Source: an optimization exercise on an open RTL-to-GDS flow (aim: small area, a short achievable clock period and few clock cycles). Production flows keep margins and buffers that such runs may drop.
At most, simulation tests tie the RTL to the original design; equivalence was not proved.
Power and IR drop assume default switching activity.

maple:
## cic_checksum
module cic_checksum (
    input  wire        clk,
    input  wire        rst,           
    input  wire [2:0]  reg_raddr,
    output reg  [31:0] reg_rdata,
    input  wire        reg_we,
    input  wire [2:0]  reg_waddr,
    input  wire [31:0] reg_wdata,
    output wire        mem_req,
    output wire [18:0] mem_addr,
    input  wire [31:0] mem_rdata
);
    localparam [31:0] POLY      = 32'hEDB8_8320;
    localparam [31:0] FP_6101   = 32'h6170_A4A1;
    localparam [31:0] FP_6102   = 32'h90BB_6CB5;
    localparam [31:0] FP_6103   = 32'h0B05_0EE0;
    localparam [31:0] FP_6106   = 32'hACC8_580A;
    localparam [31:0] SEED_6101 = 32'hF8CA_4DDC;    
    localparam [31:0] SEED_6103 = 32'hA388_6759;
    localparam [31:0] SEED_6105 = 32'hDF26_F436;
    localparam [31:0] SEED_6106 = 32'h1FEA_617A;
    function [32:0] add32;
        input [31:0] a, b;
        input        ce;
        reg   [31:0] g, p, p0;
        integer l, i, j;
        begin
            g  = a & b & {32{ce}};
            p0 = a ^ b;
            p  = p0;
            for (l = 0; l < 5; l = l + 1)
                for (i = 0; i < 32; i = i + 1)
                    if (((i >> l) & 1) == 1) begin
                        j = ((i >> l) << l) - 1;
                        g[i] = g[i] | (p[i] & g[j]);
                        p[i] = p[i] & p[j];
                    end
            add32 = {g[31], p0 ^ {g[30:0], 1'b0}};
        end
    endfunction
    function [8:0] inc8;
  ...
Size in the first run: roughly 370 flip-flops, roughly 130 I/O pins.
export LEC_CHECK = 0
export CAP_MARGIN = 20
export CORE_MARGIN = 2
export CORE_UTILIZATION = 40
export CTS_CLUSTER_DIAMETER = 100
export CTS_CLUSTER_SIZE = 24
export SETUP_SLACK_MARGIN = 4.95
export SLEW_MARGIN = 20
create_clock -name core_clock -period 10.0 [get_ports {clk}]
standard.sh (not shown) runs the stock make flow with config.mk's settings and CLKGATE_MAP_FILE= SYNTH_SCRIPT=/design/flow/synth_recipe.tcl, a recipe that flattens the netlist after the stock synthesis.
==> flow/flow/run.sh <==
#!/bin/bash
# Standard layout, except that the port buffers buffer_ports inserts are
# sky130_fd_sc_hd__buf_1 instead of the delay-cell buffer it picks by default,
# and the fanout buffers ABC inserted are removed at floorplan (the resizer
# buffers what still needs it).
set -euo pipefail
export BUFFER_PORTS_ARGS="-buffer_cell sky130_fd_sc_hd__buf_1"
export REMOVE_ABC_BUFFERS=1
bash standard.sh > standard_flow.log 2>&1
maple reached the final stage; the timing, DRC and antenna checks on its layout passed.
Testbench counts of maple, summed over its fixed seeds: cycles 2,121,516.
diff inputs: maple => lagoon
diff --git a/flow/config.mk b/flow/config.mk
--- a/flow/config.mk
+++ b/flow/config.mk
@@ -12,3 +12,3 @@
 export CTS_CLUSTER_SIZE = 24
-export SETUP_SLACK_MARGIN = 4.95
+export SETUP_SLACK_MARGIN = 4.9
 export SLEW_MARGIN = 20
Results
- lagoon against maple: final cell area excluding filler cells has decreased; synthesized cell count has remained practically unchanged; total power has decreased; multi-input gate share of total cell area has remained practically unchanged; total met3 wirelength after detailed routing has increased.
- NOTE: clock period minus worst slack in lagoon exceeds that of maple
- Initial antenna violation count: lagoon vs maple up 1
- Between maple and lagoon, the via count does not differ in any meaningful way.
- Higher register-to-register slack goes to maple over lagoon.
- Comparing lagoon and maple, the higher worst-case setup margin in the final layout is on maple.
[inputs] amber vs lagoon
diff --git a/flow/config.mk b/flow/config.mk
--- a/flow/config.mk
+++ b/flow/config.mk
@@ -9,3 +9,3 @@
 export CORE_MARGIN = 2
-export CORE_UTILIZATION = 40
+export CORE_UTILIZATION = 45
 export CTS_CLUSTER_DIAMETER = 100
## What came out
Re initial antenna violation count: lagoon was lower than amber.
When amber is set beside lagoon, its combinational group share of total power turns out to be 1.0 points smaller.
Row sequential group share of total power: amber lower / lagoon higher
Looking only at largest stage delay on the critical path, and setting everything else aside, the higher value of lagoon and amber goes to lagoon.
Compared with lagoon, in amber setup slack picked up an extra 0.0070 ns, power after layout picked up an extra about 0.9%, global-route usage picked up an extra 4.1 points, via count of the first global-routing pass lost about 1.6%, count of placed standard cells including taps lost 2.4%.
## Diff of input files: garnet against amber
diff --git a/flow/config.mk b/flow/config.mk
--- a/flow/config.mk
+++ b/flow/config.mk
@@ -9,5 +9,6 @@
 export CORE_MARGIN = 2
-export CORE_UTILIZATION = 45
+export CORE_UTILIZATION = 40
 export CTS_CLUSTER_DIAMETER = 100
 export CTS_CLUSTER_SIZE = 24
+export PLACE_DENSITY = 0.7
 export SETUP_SLACK_MARGIN = 4.9
Results
| clock skew | garnet vs amber | worse |
garnet vs. amber: layout-stage area growth over the synthesis result now sits at about the same level, placement-stage worst setup slack now sits higher, clock period minus final worst setup slack now sits higher, wire length now sits lower.

========
## old
The RTL this note starts from:
==> flow/design.v <==
module cic_checksum (
    input  wire        clk,
    input  wire        rst,           
    input  wire [2:0]  reg_raddr,
    output reg  [31:0] reg_rdata,
    input  wire        reg_we,
    input  wire [2:0]  reg_waddr,
    input  wire [31:0] reg_wdata,
    output wire        mem_req,
    output wire [18:0] mem_addr,
    input  wire [31:0] mem_rdata
);
    localparam [31:0] POLY      = 32'hEDB8_8320;
    localparam [31:0] FP_6101   = 32'h6170_A4A1;
    localparam [31:0] FP_6102   = 32'h90BB_6CB5;
    localparam [31:0] FP_6103   = 32'h0B05_0EE0;
    localparam [31:0] FP_6106   = 32'hACC8_580A;
    localparam [31:0] SEED_6101 = 32'hF8CA_4DDC;    
    localparam [31:0] SEED_6103 = 32'hA388_6759;
    localparam [31:0] SEED_6105 = 32'hDF26_F436;
    localparam [31:0] SEED_6106 = 32'h1FEA_617A;
    function [32:0] add32;
        input [31:0] a, b;
        input        ce;
        reg   [31:0] g, p, p0;
        integer l, i, j;
        begin
            g  = a & b & {32{ce}};
            p0 = a ^ b;
            p  = p0;
            for (l = 0; l < 5; l = l + 1)
                for (i = 0; i < 32; i = i + 1)
                    if (((i >> l) & 1) == 1) begin
                        j = ((i >> l) << l) - 1;
                        g[i] = g[i] | (p[i] & g[j]);
                        p[i] = p[i] & p[j];
                    end
            add32 = {g[31], p0 ^ {g[30:0], 1'b0}};
        end
    endfunction
    function [8:0] inc8;
        input [7:0] a;
        input       c;
        reg   [8:0] q;
        integer i;
        begin
            q[0] = c;
            for (i = 1; i < 9; i = i + 1)
                q[i] = q[i-1] & a[i-1];
            inc8 = {q[8], a ^ q[7:0]};
        end
    endfunction
    function gt32;
        input [31:0] a, b;
        reg   [31:0] g, e;
        integer l, i;
        begin
            g = a & ~b;
            e = ~(a ^ b);
            for (l = 0; l < 5; l = l + 1)
                for (i = 0; i < 32; i = i + 1)
                    if (i % (2 << l) == 0) begin
                        g[i] = g[i + (1 << l)] | (e[i + (1 << l)] & g[i]);
                        e[i] = e[i + (1 << l)] & e[i];
                    end
            gt32 = g[0];
        end
    endfunction
    localparam [3:0] S_IDLE = 4'd0, S_CRC = 4'd1, S_VID = 4'd2, S_INIT = 4'd3,
                     S_MIX  = 4'd4, S_DRAIN = 4'd5, S_W1I = 4'd6, S_W1L = 4'd7,
                     S_W1E  = 4'd8, S_C0 = 4'd9, S_C1 = 4'd10, S_W0L = 4'd11,
                     S_END  = 4'd12;
    reg  [3:0]  state;
    reg  [18:0] cnt;           
    reg  [1:0]  sub;           
    reg         aux_ph;        
    reg  [4:0]  step;          
    reg         q1_crc, q2_crc;
    reg  [1:0]  q1_sub, q2_sub;
    reg         q1_main, q2_main, q3_main;
    reg  [31:0] d, d2;
    reg  [31:0] r;             
    reg         c6;            
    reg  [2:0]  c4;            
    reg  [31:0] t1, t2, t3, t4, t5, t6;
    reg  [31:0] fp;            
    reg  [2:0]  variant;
    reg  [31:0] buf_len;
    reg         st_busy, st_done, st_short;
    wire v5 = (variant == 3'd5);
    wire v3 = (variant == 3'd3);
    wire v6 = (variant == 3'd6);
    wire [31:0] status = {27'd0, 1'b0, st_done & st_short, st_done & ~st_short, st_done, st_busy};
    always @(*) begin
        case (reg_raddr)
            3'd1:    reg_rdata = status;
            3'd2:    reg_rdata = buf_len;
            3'd3:    reg_rdata = t6;
            3'd4:    reg_rdata = t1;
            3'd5:    reg_rdata = fp;
            3'd6:    reg_rdata = {29'd0, variant};
            default: reg_rdata = 32'd0;
        endcase
    end
    wire start = reg_we && (reg_waddr == 3'd0) && (reg_wdata == 32'h0000_0001) && !st_busy;
    wire len_ok = (buf_len[31:21] != 11'd0) || (buf_len[20] && buf_len[19:12] != 8'd0);
    wire req_crc  = (state == S_CRC);
    wire req_mix  = (state == S_MIX);
    assign mem_req  = req_crc | req_mix;
    assign mem_addr = (req_mix && aux_ph) ? (19'h001D4 + {13'd0, cnt[5:0]}) : cnt;
    wire req_main = req_mix && !aux_ph;
    wire mix_last = (cnt == 19'h403FF) && (v5 ? aux_ph : 1'b1);
    wire [18:0] cnt_inc = cnt + 19'd1;
    reg [7:0] crc_byte;
    always @(*) begin
        case (q2_sub)
            2'd0: crc_byte = d[31:24];
            2'd1: crc_byte = d[23:16];
            2'd2: crc_byte = d[15:8];
            default: crc_byte = d[7:0];
        endcase
    end
    wire [31:0] crc_acc = ~fp;
    reg  [31:0] crc_tab;
    integer k;
    always @(*) begin
        crc_tab = {24'd0, crc_acc[7:0] ^ crc_byte};
        for (k = 0; k < 8; k = k + 1)
            crc_tab = crc_tab[0] ? ((crc_tab >> 1) ^ POLY) : (crc_tab >> 1);
    end
    wire [31:0] crc_next = ~((crc_acc >> 8) ^ crc_tab);
    reg [2:0] ident;
    always @(*) begin
        if      (fp == FP_6101) ident = 3'd1;
        else if (fp == FP_6102) ident = 3'd2;
        else if (fp == FP_6103) ident = 3'd3;
        else if (fp == FP_6106) ident = 3'd6;
        else                    ident = 3'd5;
    end
    reg [31:0] seed;
    always @(*) begin
        case (variant)
            3'd1, 3'd2: seed = SEED_6101;
            3'd3:       seed = SEED_6103;
            3'd6:       seed = SEED_6106;
            default:    seed = SEED_6105;
        endcase
    end
    wire in_c1  = (state == S_C1);
    wire in_w0l = (state == S_W0L);
    wire ce     = !(in_c1 && !v3);                  
    wire en6    = q2_main || in_c1 || (in_w0l && t4[step]);
    wire [31:0] dz = d & {32{en6}};
    wire [32:0] s6 = add32(t6, dz, ce);
    wire [63:0] m_dbl = {mem_rdata, mem_rdata};
    wire [31:0] m_rot = m_dbl[63 - mem_rdata[4:0] -: 32];
    wire [32:0] s5 = add32(t5, r, 1'b1);
    wire        gt = gt32(t2, d);
    wire [31:0] t2_term = gt ? r : (s6[31:0] ^ d);
    wire x_d  = q3_main && v5;
    wire x_t5 = (q3_main && !v5) || in_c1;
    wire [31:0] x  = (d & {32{x_d}}) | (t5 & {32{x_t5}});
    wire [32:0] s1 = add32(t1, x ^ d2, ce);
    always @(posedge clk) begin
        case (state)
            S_W1I:        d <= t5;
            S_C0:         d <= v6 ? t6 : (t6 ^ t4);
            S_W1L, S_W0L: d <= {d[30:0], 1'b0};
            default:      d <= mem_rdata;
        endcase
        r  <= m_rot & {32{q1_main}};
        c6 <= s6[32] & q2_main;
        if (q2_main)                             d2 <= d;
        else if (state == S_C0 && !v6)           d2 <= t2;
        else if (state == S_W1L && t2[step])     d2 <= d;
        else                                     d2 <= 32'd0;
        q1_crc  <= req_crc;
        q1_sub  <= sub;
        q1_main <= req_main;
        q2_crc  <= q1_crc;
        q2_sub  <= q1_sub;
        q2_main <= q1_main;
        q3_main <= q2_main;
        if (q2_crc)
            fp <= crc_next;
        if (state == S_INIT) begin
            t1 <= seed; t2 <= seed; t3 <= seed;
            t4 <= seed; t5 <= seed; t6 <= seed;
            c4 <= 3'd0;
        end else begin
            t6 <= (state == S_C0) ? t3 : s6[31:0];
            {c4[0], t4[7:0]}   <= inc8(t4[7:0],   c6);
            {c4[1], t4[15:8]}  <= inc8(t4[15:8],  c4[0]);
            {c4[2], t4[23:16]} <= inc8(t4[23:16], c4[1]);
            t4[31:24]          <= inc8(t4[31:24], c4[2]);
            t3 <= t3 ^ dz;
            t5 <= s5[31:0];
            if (q2_main) t2 <= t2 ^ t2_term;
            t1 <= s1[31:0];
        end
        if (rst) begin
            state    <= S_IDLE;
            st_busy  <= 1'b0;
            st_done  <= 1'b0;
            st_short <= 1'b0;
            buf_len  <= 32'd0;
            q1_crc   <= 1'b0;
            q2_crc   <= 1'b0;
            q1_main  <= 1'b0;
            q2_main  <= 1'b0;
            q3_main  <= 1'b0;
        end else begin
            if (reg_we && !st_busy && reg_waddr == 3'd2)
                buf_len <= reg_wdata;
            case (state)
                S_IDLE: begin
                    if (start) begin
                        st_done  <= !len_ok;
                        st_short <= !len_ok;
                        st_busy  <= len_ok;
                        if (len_ok) state <= S_CRC;
                        cnt <= 19'h00010;
                        sub <= 2'd0;
                        fp  <= 32'd0;
                    end
                end
                S_CRC: begin
                    sub <= sub + 2'd1;
                    if (sub == 2'd3) begin
                        cnt <= cnt_inc;
                        if (cnt == 19'h003FF) state <= S_VID;
                    end
                end
                S_VID: begin
                    if (!q1_crc && !q2_crc) begin
                        variant <= ident;
                        state   <= S_INIT;
                    end
                end
                S_INIT: begin
                    cnt    <= 19'h00400;
                    aux_ph <= 1'b0;
                    state  <= S_MIX;
                end
                S_MIX: begin
                    if (mix_last) state <= S_DRAIN;
                    if (v5) begin
                        aux_ph <= ~aux_ph;
                        if (aux_ph) cnt <= cnt_inc;
                    end else begin
                        cnt <= cnt_inc;
                    end
                end
                S_DRAIN: begin
                    step <= 5'd0;
                    if (!(q1_main || q2_main || q3_main || c6 || c4 != 3'd0))
                        state <= v6 ? S_W1I : S_C0;
                end
                S_W1I: state <= S_W1L;
                S_W1L: begin
                    step <= step + 5'd1;
                    if (step == 5'd31) state <= S_W1E;
                end
                S_W1E: state <= S_C0;
                S_C0: state <= v6 ? S_W0L : S_C1;
                S_C1: state <= S_END;
                S_W0L: begin
                    step <= step + 5'd1;
                    if (step == 5'd31) state <= S_END;
                end
                S_END: begin
                    st_busy  <= 1'b0;
                    st_done  <= 1'b1;
                    st_short <= 1'b0;
                    state    <= S_IDLE;
                end
                default: state <= S_IDLE;
            endcase
        end
    end
endmodule
clock: 10.0 ns
lec_check: 0
cap_margin: 20
core_margin: 2
core_utilization: 65
cts_buf_list: sky130_fd_sc_hd__clkbuf_4 sky130_fd_sc_hd__clkbuf_8
place_density: 0.75
setup_slack_margin: 5
slew_margin: 20
run.sh (not shown) runs the stock make flow with config.mk's settings and CLKGATE_MAP_FILE= SYNTH_SCRIPT=/design/flow/synth_recipe.tcl, a recipe that flattens the netlist after the stock synthesis.
Stock flow here: none of the scripts above is used.
What new does differently from old at the input level:
- CTS_BUF_LIST removed (was sky130_fd_sc_hd__clkbuf_4 sky130_fd_sc_hd__clkbuf_8)
- CORE_UTILIZATION changed from 65 to 40
- PLACE_DENSITY removed (was 0.75)
--- outcome ---
On new: chip width is about 27% higher than what old gave.
Critical path depth ends up higher on new.
NOTE total number of vias old->new decreased by a little under 10%
Going from old to new, the fraction of layout cells with a size suffix above 1 was found to have gone down by 1.1 points.
Re total count of hold-check failures in the final report: no difference whatsoever between old and new.
Compared with old, in new achievable clock frequency went up about 4.6%, clock insertion delay at the later pin of the skew report moved down, met2 capacity usage during global routing lower, fraction of met1 tracks used by global routing lower, post-detailed-route via-to-cell ratio moved down.
The run showing the greater placeable core area is new.
No functional check of the RTL was part of any run of this note.

==> separate check: timing with driven ports <==
Ports are ideal in the flow. The routed layouts listed here were re-timed in OpenROAD.
Step 1 assumes that a clkbuf_16 drives the clock port and a buf_2 every other input.
Step 2 adds t to the input delays and takes it off the output delays; t is the mean of the earliest and latest rising clock arrival at the registers after step 1. Input paths then give back, and output paths get back, about the clock's delay inside the block.
a / b / c = no drivers / after step 1 / after step 2; a / b = the first two.
run	t, ns	setup slack, ns	worst setup path after step 2
maple	0.627	4.942 / 4.805 / 4.740	input to register
lagoon	0.630	4.929 / 4.797 / 4.638	input to register
amber	0.625	4.936 / 4.856 / 4.856	input to output
garnet	0.641	4.915 / 4.807 / 4.807	input to output
old	0.707	4.405 / 4.405 / 4.405	register to register
new	0.649	4.649 / 4.649 / 4.649	register to register
After both steps setup and hold are still met in every run listed. For lagoon, which loses most, drivers alone change the setup slack by -0.132 ns; drivers and shift together by -0.291 ns.
